Context: an optimization exercise on an open-source flow, tuned for small area. The choices shown serve that exercise and are no tape-out recipe. The RTL of this run was laid out without a check of its function. Power figures rest on the tool's default switching activity, not on a simulated workload.

==> flow/design.v <==
module rf433_core (
    input  wire         clk,
    input  wire         rst,           
    input  wire         cmd_valid,
    output wire         cmd_ready,
    input  wire [71:0]  cmd_data,
    output wire         rec_valid,
    input  wire         rec_ready,
    output wire [199:0] rec_data,
    input  wire [4:0]   stat_idx,
    output reg  [63:0]  stat_data,
    output wire         fault
);
    localparam [3:0] OP_SETRATE  = 4'h1;
    localparam [3:0] OP_SETASIZE = 4'h2;
    localparam [3:0] OP_START    = 4'h3;
    localparam [3:0] OP_EDGE     = 4'h4;
    localparam [3:0] OP_EOS      = 4'h5;
    localparam [1:0] RS_CONFIG = 2'd0;
    localparam [1:0] RS_RUN    = 2'd1;
    localparam [1:0] RS_FAULT  = 2'd2;
    localparam [2:0] F_CONFIG  = 3'd1;
    localparam [2:0] F_ORDER   = 3'd2;
    localparam [2:0] F_LEVEL   = 3'd3;
    localparam [2:0] F_ILLEGAL = 3'd4;
    localparam [2:0] F_SEQ     = 3'd5;
    localparam [2:0] S_IDLE = 3'd0;
    localparam [2:0] S_P1   = 3'd1;
    localparam [2:0] S_W2   = 3'd2;    
    localparam [2:0] S_P2   = 3'd3;
    localparam [2:0] S_REC  = 3'd4;
    localparam [2:0] S_WC   = 3'd5;    
    localparam [2:0] S_CPY  = 3'd6;
    reg [31:0] sample_rate;     
    reg [7:0]  address_size;
    reg [1:0]  run_state;
    reg [2:0]  fault_code;      
    reg [71:0] fault_cmd;       
    reg        seeded;
    reg [63:0] last_pos;
    reg        last_lvl;
    reg        in_frame;
    reg [4:0]  bit_count;
    reg [63:0] sync_w;
    reg [27:0] addr_buf;
    reg [4:0]  addr_len;
    reg [63:0] frame_start;     
    reg [63:0] addr_start;      
    reg [63:0] last_bit_end;    
    reg [63:0] btn_start;       
    reg [63:0] anti_start;      
    reg [5:0] ph;               
    reg [2:0] st;
    reg [6:0] cnt;              
    reg [6:0] pend;             
    reg       bit_val;          
    reg       m_clr;            
    reg       m_rclr;           
    reg       m_rate;           
    reg       m_lp;             
    reg       m_sync;           
    reg       m_bs;             
    reg       m_xs;             
    reg       m_lbe;            
    reg       m_bit;            
    reg       m_abclr;          
    wire idle   = (st == S_IDLE);
    wire in_p1  = (st == S_P1);
    wire in_p2  = (st == S_P2);
    wire in_cpy = (st == S_CPY);
    wire ph0    = (ph == 6'd0);
    wire ph63   = (ph == 6'd63);
    wire first  = (cnt == 7'd0);
    wire lo64   = ~cnt[6];
    wire lo32   = ~cnt[6] & ~cnt[5];
    wire p1_end = in_p1 && (cnt == 7'd79);
    assign cmd_ready = idle && ph0 && !rst;
    assign rec_valid = (st == S_REC);
    assign fault     = (run_state == RS_FAULT);
    wire accept = cmd_ready && cmd_valid && (run_state != RS_FAULT);
    wire [3:0]  op  = fault_cmd[71:68];
    wire        lvl = fault_cmd[64];
    wire dbit = (in_p2 | lo64) & fault_cmd[0];
    wire lbit = (in_p2 | lo64) & last_pos[0];
    reg  bw;                                    
    wire bw_in = (in_p1 ? first : ph0) ? 1'b0 : bw;
    wire wbit  = dbit ^ lbit ^ bw_in;
    wire bw_nx = (~dbit & lbit) | (~(dbit ^ lbit) & bw_in);
    reg        w_nz;        
    reg        r_nz;        
    reg        d_hi32;      
    reg        d_hi8;       
    reg        d_any;       
    reg [13:1] hw;
    reg [7:1]  hy;
    wire [13:1] hwv = first ? 13'd0 : hw;
    wire [7:1]  hyv = first ? 7'd0 : hy;
    wire rbit = lo32 & sample_rate[31];
    wire ybit = in_frame ? (lo64 & sync_w[0]) : rbit;
    reg [2:0] ca;
    reg [1:0] cb1, cb2;
    reg       cb3;
    wire [2:0] cav  = first ? 3'd0 : ca;
    wire [1:0] cb1v = first ? 2'd0 : cb1;
    wire [1:0] cb2v = first ? 2'd0 : cb2;
    wire       cb3v = first ? 1'b0 : cb3;
    wire [3:0] sa = in_frame
        ? ({3'd0, hwv[1]} + {3'd0, hwv[2]} + {3'd0, hwv[3]} + {3'd0, hwv[5]} + {1'b0, cav})
        : ({3'd0, hwv[4]} + {3'd0, hwv[8]} + {3'd0, hwv[9]} + {3'd0, hwv[10]}
           + {3'd0, hwv[13]} + {1'b0, cav});
    wire [2:0] sb1 = in_frame
        ? ({2'd0, ybit} + {1'b0, cb1v})
        : ({2'd0, hyv[2]} + {2'd0, hyv[3]} + {2'd0, hyv[4]} + {2'd0, hyv[6]} + {1'b0, cb1v});
    wire [2:0] sb2 = in_frame
        ? ({2'd0, ybit} + {2'd0, hyv[1]} + {1'b0, cb2v})
        : ({2'd0, hyv[1]} + {2'd0, hyv[3]} + {2'd0, hyv[7]} + {1'b0, cb2v});
    wire [1:0] sb3 = {1'b0, ybit} + {1'b0, hyv[2]} + {1'b0, cb3v};
    reg gt1, lt2, gt2, lt3;     
    wire gt1v = first ? 1'b0 : gt1;
    wire lt2v = first ? 1'b0 : lt2;
    wire gt2v = first ? 1'b0 : gt2;
    wire lt3v = first ? 1'b0 : lt3;
    always @(posedge clk) begin
        if (in_p1 | in_p2) begin
            bw <= bw_nx;
        end
        if (in_p1) begin
            w_nz   <= (first ? 1'b0 : w_nz) | wbit;
            r_nz   <= (first ? 1'b0 : r_nz) | rbit;
            d_hi32 <= (first ? 1'b0 : d_hi32) | (dbit & cnt[5]);
            d_hi8  <= (first ? 1'b0 : d_hi8) | (dbit & (cnt[5:3] != 3'd0));
            d_any  <= (first ? 1'b0 : d_any) | dbit;
            hw     <= {hwv[12:1], wbit};
            hy     <= {hyv[6:1], ybit};
            ca     <= sa[3:1];
            cb1    <= sb1[2:1];
            cb2    <= sb2[2:1];
            cb3    <= sb3[1];
            gt1    <= (sa[0] != sb1[0]) ? sa[0] : gt1v;
            lt2    <= (sa[0] != sb2[0]) ? sb2[0] : lt2v;
            gt2    <= (sa[0] != sb2[0]) ? sa[0] : gt2v;
            lt3    <= (sa[0] != sb3[0]) ? sb3[0] : lt3v;
        end
    end
    reg legal;
    always @(*) begin
        case (op)
            OP_SETRATE:  legal = !lvl && !d_hi32;
            OP_SETASIZE: legal = !lvl && !d_hi8;
            OP_START:    legal = !lvl && !d_any;
            OP_EDGE:     legal = 1'b1;
            OP_EOS:      legal = !lvl && !d_any;
            default:     legal = 1'b0;
        endcase
        if (fault_cmd[67:65] != 3'b000) legal = 1'b0;
    end
    reg [2:0] fcode;
    always @(*) begin
        fcode = 3'd0;
        if (!legal) fcode = F_ILLEGAL;
        else case (op)
            OP_SETRATE, OP_SETASIZE:
                if (run_state != RS_CONFIG) fcode = F_SEQ;
            OP_START:
                if (run_state != RS_CONFIG) fcode = F_SEQ;
                else if (!r_nz)             fcode = F_CONFIG;
            OP_EOS:
                if (run_state != RS_RUN)    fcode = F_SEQ;
            default:
                if (run_state != RS_RUN)    fcode = F_SEQ;
                else if (!seeded) begin
                    if (lvl == last_lvl)    fcode = F_LEVEL;
                end
                else if (bw || !w_nz)       fcode = F_ORDER;
                else if (lvl == last_lvl)   fcode = F_LEVEL;
        endcase
    end
    wire pv      = ~lvl;
    wire is_sync = !in_frame && !pv && gt1 && lt2;
    wire in_band = in_frame && pv && (bit_count < 5'd29);
    wire is_b1   = gt1 && lt2;
    wire is_b0   = gt2 && lt3;
    wire is_bit  = in_band && (is_b1 || is_b0);
    wire is_rej  = in_band && !(is_b1 || is_b0);
    wire marker  = (bit_count == 5'd0);
    wire [4:0] k = bit_count;
    wire app     = ({3'd0, k} <= address_size);
    wire k_asz   = ({3'd0, k} == address_size);
    wire k_24    = (k == 5'd24);
    wire k_28    = (k == 5'd28);
    wire [6:0] pend_low  = pend & (~pend + 7'd1);
    wire [6:0] pend_rest = pend & ~pend_low;
    always @(posedge clk) begin
        if (rst) begin
            ph           <= 6'd0;
            st           <= S_P2;
            cnt          <= 7'd0;
            pend         <= 7'd0;
            m_clr        <= 1'b1;
            m_rclr       <= 1'b1;
            m_rate       <= 1'b0;
            m_lp         <= 1'b0;
            m_sync       <= 1'b0;
            m_bs         <= 1'b0;
            m_xs         <= 1'b0;
            m_lbe        <= 1'b0;
            m_bit        <= 1'b0;
            m_abclr      <= 1'b1;
            address_size <= 8'd22;
            run_state    <= RS_CONFIG;
            seeded       <= 1'b0;
            last_lvl     <= 1'b0;
            in_frame     <= 1'b0;
            bit_count    <= 5'd0;
            addr_len     <= 5'd0;
        end else begin
            ph <= ph + 6'd1;
            case (st)
            S_IDLE: begin
                if (accept) begin
                    st  <= S_P1;
                    cnt <= 7'd0;
                end
            end
            S_P1: begin
                cnt     <= cnt + 7'd1;
                m_clr   <= 1'b0;
                m_rclr  <= 1'b0;
                m_rate  <= 1'b0;
                m_lp    <= 1'b0;
                m_sync  <= 1'b0;
                m_bs    <= 1'b0;
                m_xs    <= 1'b0;
                m_lbe   <= 1'b0;
                m_bit   <= 1'b0;
                m_abclr <= 1'b0;
                if (p1_end) begin
                    st <= S_IDLE;
                    if (fcode != 3'd0) begin
                        fault_code <= fcode;
                        run_state  <= RS_FAULT;
                    end else case (op)
                        OP_SETRATE: begin
                            m_rate <= 1'b1;
                            st     <= S_W2;
                        end
                        OP_SETASIZE: address_size <= fault_cmd[7:0];
                        OP_START: begin
                            seeded    <= 1'b0;
                            last_lvl  <= 1'b0;
                            in_frame  <= 1'b0;
                            bit_count <= 5'd0;
                            addr_len  <= 5'd0;
                            run_state <= RS_RUN;
                            m_clr     <= 1'b1;
                            m_abclr   <= 1'b1;
                            st        <= S_W2;
                        end
                        OP_EOS: run_state <= RS_CONFIG;
                        default: begin  
                            last_lvl <= lvl;
                            m_lp     <= 1'b1;
                            st       <= S_W2;
                            if (!seeded) begin
                                seeded <= 1'b1;
                            end else if (is_sync) begin
                                m_sync    <= 1'b1;
                                m_abclr   <= 1'b1;
                                in_frame  <= 1'b1;
                                bit_count <= 5'd0;
                                addr_len  <= 5'd0;
                                pend      <= 7'b0000111;
                            end else if (is_rej) begin
                                in_frame <= 1'b0;
                            end else if (is_bit) begin
                                m_lbe <= 1'b1;
                                if (marker) begin
                                    bit_count <= 5'd1;
                                end else begin
                                    if (app) addr_len <= addr_len + 5'd1;
                                    bit_val   <= is_b1;
                                    m_bit     <= 1'b1;
                                    m_bs      <= k_asz;
                                    m_xs      <= k_24;
                                    pend      <= {k_28, k_24, k_asz, 1'b1, 3'b000};
                                    bit_count <= k + 5'd1;
                                    if (k_28) begin
                                        bit_count <= 5'd0;
                                        in_frame  <= 1'b0;
                                    end
                                end
                            end
                        end
                    endcase
                end
            end
            S_W2: if (ph63) st <= S_P2;
            S_P2: if (ph63) st <= (pend != 7'd0) ? S_REC : S_IDLE;
            S_REC: begin
                if (rec_ready) begin
                    pend <= pend_rest;
                    if (pend_rest == 7'd0)
                        st <= S_IDLE;
                    else if (pend_rest[2:1] == 2'd0)
                        st <= S_WC;        
                end
            end
            S_WC:  if (ph63) st <= S_CPY;
            default: if (ph63) st <= S_REC;    
            endcase
        end
    end
    wire ab_app = p1_end && (fcode == 3'd0) && (op == OP_EDGE) && seeded &&
                  !is_sync && is_bit && !marker && app;
    always @(posedge clk) begin
        if (ab_app || (in_p2 && m_abclr && (ph < 6'd28)))
            addr_buf <= {addr_buf[26:0], ab_app & is_b1};
    end
    wire c2 = in_p2 & m_clr;
    wire fs_in  = c2 ? 1'b0 : (in_p2 & m_sync)                   ? last_pos[0] : frame_start[0];
    wire as_in  = c2 ? 1'b0 : (in_p2 & m_sync)                   ? dbit : addr_start[0];
    wire bs_in  = c2 ? 1'b0 : (in_p2 & (m_sync | m_bs))          ? dbit : btn_start[0];
    wire xs_in  = c2 ? 1'b0 : (in_p2 & (m_sync | m_xs))          ? dbit : anti_start[0];
    wire lbe_in = c2 ? 1'b0 : (in_p2 & (m_sync | m_lbe))         ? dbit : last_bit_end[0];
    wire sr_wr  = in_p2 & ~ph[5];
    wire sr_in  = (sr_wr & m_rclr) ? 1'b0 : (sr_wr & m_rate) ? dbit : sample_rate[0];
    always @(posedge clk) begin
        frame_start  <= {fs_in,  frame_start[63:1]};
        addr_start   <= {as_in,  addr_start[63:1]};
        btn_start    <= {bs_in,  btn_start[63:1]};
        anti_start   <= {xs_in,  anti_start[63:1]};
        last_bit_end <= {lbe_in, last_bit_end[63:1]};
        sample_rate  <= {sr_in,  sample_rate[31:1]};
    end
    wire rot = (in_p1 & lo64) | in_p2;
    wire lp_in = c2 ? 1'b0 : (in_p2 & m_lp)   ? dbit : last_pos[0];
    wire sw_in = c2 ? 1'b0 : (in_p2 & m_sync) ? wbit : sync_w[0];
    always @(posedge clk) begin
        if (rot) begin
            last_pos <= {lp_in, last_pos[63:1]};
            sync_w   <= {sw_in, sync_w[63:1]};
        end
    end
    reg [2:0] kind;
    always @(*) begin
        casez (pend)
            7'b??????1: kind = 3'd0;
            7'b?????10: kind = 3'd1;
            7'b????100: kind = 3'd2;
            7'b???1000: kind = 3'd3;
            7'b??10000: kind = 3'd4;
            7'b?100000: kind = 3'd5;
            default:    kind = 3'd6;
        endcase
    end
    wire buf_in = in_cpy ? (kind == 3'd4 ? addr_start[0] :
                            kind == 3'd5 ? btn_start[0] : anti_start[0]) :
                  (in_p2 & m_sync) ? last_pos[0] :
                  (in_p2 & m_bit)  ? last_bit_end[0] : fault_cmd[0];
    always @(posedge clk) begin
        if (accept)
            fault_cmd <= cmd_data;
        else if (rot | in_cpy)
            fault_cmd[63:0] <= {buf_in, fault_cmd[63:1]};
    end
    reg [1:0]  chan;
    reg [63:0] payload;
    always @(*) begin
        case (kind)
            3'd0:    begin chan = 2'd0; payload = sync_w; end
            3'd1:    begin chan = 2'd1; payload = 64'd0; end
            3'd2:    begin chan = 2'd2; payload = sync_w; end
            3'd3:    begin chan = 2'd1; payload = {63'd0, bit_val}; end
            3'd4:    begin chan = 2'd2; payload = {31'd0, addr_len, addr_buf}; end
            default: begin chan = 2'd2; payload = 64'd0; end
        endcase
    end
    assign rec_data = {1'b0, kind, 2'b00, chan, fault_cmd[63:0], last_pos, payload};
    always @(*) begin
        case (stat_idx)
            5'h00: stat_data = {45'd0, fault ? fault_code : 3'd0, 6'd0, bit_count,
                                in_frame, last_lvl, seeded, run_state};
            5'h01: stat_data = {32'd0, sample_rate};
            5'h02: stat_data = {56'd0, address_size};
            5'h03: stat_data = last_pos;
            5'h04: stat_data = sync_w;
            5'h05: stat_data = {31'd0, addr_len, addr_buf};
            5'h06: stat_data = frame_start;
            5'h07: stat_data = addr_start;
            5'h08: stat_data = last_bit_end;
            5'h09: stat_data = btn_start;
            5'h0A: stat_data = anti_start;
            5'h0B: stat_data = fault ? fault_cmd[63:0] : 64'd0;
            5'h0C: stat_data = fault ? {56'd0, fault_cmd[71:64]} : 64'd0;
            default: stat_data = 64'd0;
        endcase
    end
endmodule
==> flow/run.sh <==
#!/bin/bash
# synth_recipe.tcl (not shown) runs the flow's synth.tcl, then flattens the netlist and writes it again
# the make line also repeats each setting of config.mk as NAME=value (left out here)
make -C /OpenROAD-flow-scripts/flow DESIGN_CONFIG=/design/flow/config.mk WORK_HOME=/design/flow/orfs CLKGATE_MAP_FILE= SYNTH_SCRIPT=/design/flow/synth_recipe.tcl finish
==> flow/config.mk <==
export PLATFORM = sky130hd
export DESIGN_NAME = rf433_core
export DESIGN_NICKNAME = rf433_core
export VERILOG_FILES = /design/flow/design.v
export SDC_FILE = /design/flow/constraint.sdc
export NUM_CORES = 4
export LEC_CHECK = 0
export ABC_AREA = 1
export CAP_MARGIN = 20
export CORE_MARGIN = 2
export CORE_UTILIZATION = 60
export CTS_BUF_LIST = sky130_fd_sc_hd__clkbuf_4
export SLEW_MARGIN = 20
==> flow/constraint.sdc <==
create_clock -name core_clock -period 15.0 [get_ports {clk}]
set_input_delay 3.0000 -clock core_clock [delete_from_list [all_inputs] [get_ports {clk}]]
set_output_delay 3.0000 -clock core_clock [all_outputs]
set_load 0.01 [all_outputs]
==> run notes <==
## synth_stat cells (7+ instances only)
| cell | instances |
|---|---|
| sky130_fd_sc_hd__a221oi_1 | 107 |
| sky130_fd_sc_hd__fa_1 | 14 |
| sky130_fd_sc_hd__a22o_1 | 22 |
| sky130_fd_sc_hd__nand3_1 | 75 |
| sky130_fd_sc_hd__a21oi_1 | 67 |
| sky130_fd_sc_hd__inv_1 | 313 |
| sky130_fd_sc_hd__ha_1 | 21 |
| sky130_fd_sc_hd__nor3_1 | 19 |
| sky130_fd_sc_hd__nand2_1 | 516 |
| sky130_fd_sc_hd__inv_2 | 8 |
| sky130_fd_sc_hd__o21ai_0 | 115 |
| sky130_fd_sc_hd__buf_1 | 7 |
| sky130_fd_sc_hd__a211oi_1 | 11 |
| sky130_fd_sc_hd__o2111ai_1 | 34 |
| sky130_fd_sc_hd__o22ai_1 | 50 |
| sky130_fd_sc_hd__nor2_1 | 215 |
| sky130_fd_sc_hd__clkbuf_1 | 83 |
| sky130_fd_sc_hd__nor2_2 | 7 |
| sky130_fd_sc_hd__nand4_1 | 23 |
| sky130_fd_sc_hd__edfxtp_1 | 270 |
| sky130_fd_sc_hd__buf_4 | 67 |
| sky130_fd_sc_hd__dfxtp_1 | 408 |
## sequential cells by signal, indices dropped and copies added, names as in the netlist, 8 cells and up
name          flops
address_size      8
fault_cmd        72
hw               13
sync_w           64
btn_start        64
addr_start       64
addr_buf         28
frame_start      64
sample_rate      32
last_bit_end     64
anti_start       64
last_pos         64
## critical path: stages
cell and delay [ps]:
sky130_fd_sc_hd__clkdlybuf4s50_1 520, sky130_fd_sc_hd__inv_1 80, sky130_fd_sc_hd__nor2_1 90, sky130_fd_sc_hd__nand4_1 820, sky130_fd_sc_hd__inv_1 900, sky130_fd_sc_hd__nand3_1 240
sky130_fd_sc_hd__o2111ai_1 160, sky130_fd_sc_hd__nor3_1 100, sky130_fd_sc_hd__o211ai_1 140, sky130_fd_sc_hd__clkdlybuf4s50_1 610
## cell type report
class | instances | area (sq um) | area share
clock buffers | 256 | 1920 | 0.0613
repair buffers | 370 | 3640 | 0.116
flip-flops and latches | 678 | 16300 | 0.519
well taps | 539 | 674 | 0.0215
multi-input cells | 1355 | 7260 | 0.232
diodes | 3 | 7.51 | 0.000240
inverters | 325 | 1220 | 0.0389
clock inverters | 54 | 338 | 0.0108
## metal layers
metal,part of all wire,up-vias,wire [um],GRT usage
li1,-,9324,-,-
met1,0.40,9913,31400,0.463
met2,0.46,1263,36500,0.554
met3,0.10,170,7980,0.108
met4,0.034,0,2650,0.153
met5,0,-,0,0
## metrics by stage
stage / power (mW) / worst slack (ps)
finish: 5.30 / 5330
global route: 5.52 / 5290
CTS: 5.31 / 5660
detailed placement: 3.71 / 5680
global placement: 3.69 / 5660
floorplan: 3.18 / 2820
## cell usage in the layout (no fill, tap or decap), types with 3 or more instances in the layout
master                            synthesis  routed
sky130_fd_sc_hd__fa_1                    14      14
sky130_fd_sc_hd__nor4_1                   4       4
sky130_fd_sc_hd__inv_1                  313     311
sky130_fd_sc_hd__nor2_2                   7       9
sky130_fd_sc_hd__o21ai_0                115     113
sky130_fd_sc_hd__nor2_4                   5      10
sky130_fd_sc_hd__edfxtp_1               270     270
sky130_fd_sc_hd__a221oi_1               107     107
sky130_fd_sc_hd__a21oi_1                 67      66
sky130_fd_sc_hd__clkdlybuf4s50_1          0     344
sky130_fd_sc_hd__a22o_1                  22      22
sky130_fd_sc_hd__ha_1                    21      21
sky130_fd_sc_hd__dfxtp_1                408     408
sky130_fd_sc_hd__o22ai_1                 50      50
sky130_fd_sc_hd__o2111ai_1               34      34
sky130_fd_sc_hd__nor3_1                  19      18
sky130_fd_sc_hd__nand2_1                516     516
sky130_fd_sc_hd__clkinv_2                 0       6
sky130_fd_sc_hd__a32oi_1                  3       3
sky130_fd_sc_hd__clkbuf_4                 0     256
sky130_fd_sc_hd__conb_1                   1       3
sky130_fd_sc_hd__bufinv_16                0       4
sky130_fd_sc_hd__nand4_1                 23      23
sky130_fd_sc_hd__clkinv_4                 0       3
sky130_fd_sc_hd__o211ai_1                 4       4
sky130_fd_sc_hd__nand2_4                  4       4
sky130_fd_sc_hd__a22oi_1                  4       4
sky130_fd_sc_hd__diode_2                  0       3
sky130_fd_sc_hd__xor2_1                   5       5
sky130_fd_sc_hd__nand3_1                 75      74
sky130_fd_sc_hd__nor2_1                 215     208
sky130_fd_sc_hd__inv_2                    8      14
sky130_fd_sc_hd__buf_4                   67      26
sky130_fd_sc_hd__nand2_2                  6       6
sky130_fd_sc_hd__clkinv_1                 4      39
sky130_fd_sc_hd__a211oi_1                11      11
## power by group
group	total, mW	switching [mW]	internal, mW	leakage (nW)
sequential	2.79	0.347	2.45	6.05
combinational	0.904	0.475	0.429	5.35
clock	1.61	0.756	0.851	1.34
## kinds of logic (layout without fill, tap and decap cells)
| kind of cell | Yosys count | in the layout | synth area share |
|---|---|---|---|
| AO/OA/AOI/OAI | 428 | 428 | 0.114 |
| XOR/XNOR | 7 | 7 | 0.00240 |
| adder cells (fa/ha/maj) | 35 | 35 | 0.0213 |
| buffers and inverters | 486 | 1005 | 0.0820 |
| flip-flops | 678 | 678 | 0.637 |
| multiplexers | 1 | 1 | 0.000392 |
| other | 1 | 6 | 0.000147 |
| AND/OR/NAND/NOR | 881 | 881 | 0.143 |
## final timing paths
kind / to / slack [ps] / cells after the start
setup reg to reg: lt2$_SDFFCE_PN0P_ / 11030 / 16
setup / recovery: stat_data[4] / 5330 / 10
hold / removal: frame_start[17]$_DFF_P_ / 330 / 0
hold reg to reg: frame_start[17]$_DFF_P_ / 330 / 0
==> summary.md <==
Total non-filler cell area in the finished layout: 0.0313 sq mm. Gates resized during post-CTS repair numbered 0. For the number of global-route vias before repair, the log shows 20,500. The final-report max-slew violation count is 0. The half-perimeter wire length after detailed placement came out at 53,200 um. The tools report the count of synthesis-stage warnings from yosys as 1.

The number of antenna violations at the first check in global routing was 2. The post-route fraction of the period consumed by the critical path is 0.644. The synthesized design contains 270 enable-type register cells. The category of the worst setup path launch point is a primary input. The pre-antenna-repair detailed-routing pass consisted of 7 iterations.

The logs give 0.355 for the global-route usage over all layers and 348 for the boundary pin count. Leaving out filler cells and counting taps, the final layout contains 3,580. At the end of the flow, the number of nets in the layout was 3,012. The run gives 2,945 as the number of fill cells. The per-cell routed wire length works out to 21.9 um.

The total of flip-flops plus latches after synthesis came out at 678. The via count normalized by instance count was 5.77; the final-report setup violation count was 0. The tightest hold path in the finished design has a slack of 326 ps. For the H-tree depth reported by CTS, the log shows 4.

Routability-driven placement finished with a final weighted congestion of 0.958. The clock net in this run drives a total of 678 sinks. Setup repair after global routing left no endpoint under its margin. Max-cap violations in this run came to 0. The slew at the pin closest to its max-slew limit is 1080 ps, and the clock latency on the worst-skew pair is 1000 ps.

Count of hold buffers inserted by post-cts repair: 0. STA puts the critical path data required time at 12,000 ps. The fraction of final layout cells with drive strength greater than 1 is 0.116. Across the routed clock network, the largest skew measured is 58.3 ps.

In this run the static leakage power is 12.7 nW. STA classifies the critical path endpoint as an output pin. The tools report the number of cells produced by synthesis as 2,517. The run gives 3 as the buffer depth of the longest clock path. The tools report the total clock buffers created by CTS as 166. The worst setup path is of the in2out kind.

Normalized max-slew margin: 0.278. TritonCTS built the clock tree. At the worst endpoint, the arrival time is 6670 ps. Summed over all instances, the cell type with the most area after synthesis is sky130_fd_sc_hd__dfxtp_1. The die is 210 um tall.

The remaining antenna violation count is 0, and the count of distinct cell types in the synthesized netlist is 49. The first routing iteration left 2,125 violations. The run finished with no timing, DRC or antenna violations. The power density of the placed cells is 169 mW/mm^2. The logs give 0 for the number of hold-slack violations in the final timing report and 0.0291 sq mm for the instance area after placement.

The instance count after placement with tap cells included was 3,267; the number of design rule violations left after detail routing was 0. Post-CTS timing repair inserted 0 buffers for setup. Among all flip-flop cells after synthesis, the most frequent one is sky130_fd_sc_hd__dfxtp_1. The width of the die was 210 um; the number of cell rows was 75. The proportion of synthesized flip-flops having asynchronous set or reset came out at 0. The clock root buffer is sky130_fd_sc_hd__clkbuf_4. The smallest clock period supported by the final layout is computed as 9670 ps.

The post-synthesis sequential area ratio is 0.637. The mean instance size in the synthesized netlist is 10.1 sq um. The startpoint identified for the worst hold timing path is frame_start[18]$_DFF_P_.

The class of the tightest hold or removal check was reg2reg. The count of buffers from port buffering is 344. The pin count of the biggest net entering global routing is 69, and the die area is 0.0442 sq mm. The first-pass GRT wire length is 118,000 um. For this block, the routed nets add up to 78,500 um of wire. Synthesis-to-layout area growth: 22.7%. Yosys attributes the largest share of cell area to sky130_fd_sc_hd__dfxtp_1, sky130_fd_sc_hd__edfxtp_1, sky130_fd_sc_hd__nand2_1.

The critical path starts at stat_idx[3]. The run gives 20,700 as the via count of the routed design. Maximum vdd drop: 0.101 mV. The startpoint identified for the worst register-to-register timing path is cnt[3]$_SDFFE_PP0P_. For this run, the top clock speed supported by timing is 103 MHz. For the core utilization of the finished layout, the log shows 0.747. The clock-pin slew of the registers on the worst-case setup and hold paths works out to 90 ps. In this run the cell area of the synthesized design comes to 0.0255 sq mm. The floorplan step defined a core boundary enclosing 0.0419 sq mm. The setup TNS is 0 ps, and the area share of the largest cell type after synthesis is 0.320. For the residual overflow from global routing, the log shows 0. Of all nets on the critical path, the largest fanout is 7.

The initial core utilization was 0.609.

[static timing again, ports no longer ideal]
No port has a modelled driver above. Below, the same layout with a new extraction and two added sets of constraints. Step 1 assumes that a clkbuf_16 drives the clock port and a buf_2 every other input. Step 2 times the ports against the registers' clock, not the clock port: input delays grow and output delays shrink by t, the midpoint of the rising clock arrivals with the driver on. Three values: ideal ports, drivers, drivers and shift; two values: the first two.
shift t [ns]: 1.024
slack for setup (ns): 5.335 / 5.308 / 5.308
worst setup path at the end: input to output
worst register clock-pin slew, ns: 0.09 / 0.09
pins driven straight from the clock port: 1
After both steps setup and hold are still met in this run. The setup slack of this run moves by -0.027 ns with the drivers and by -0.027 ns with both steps.
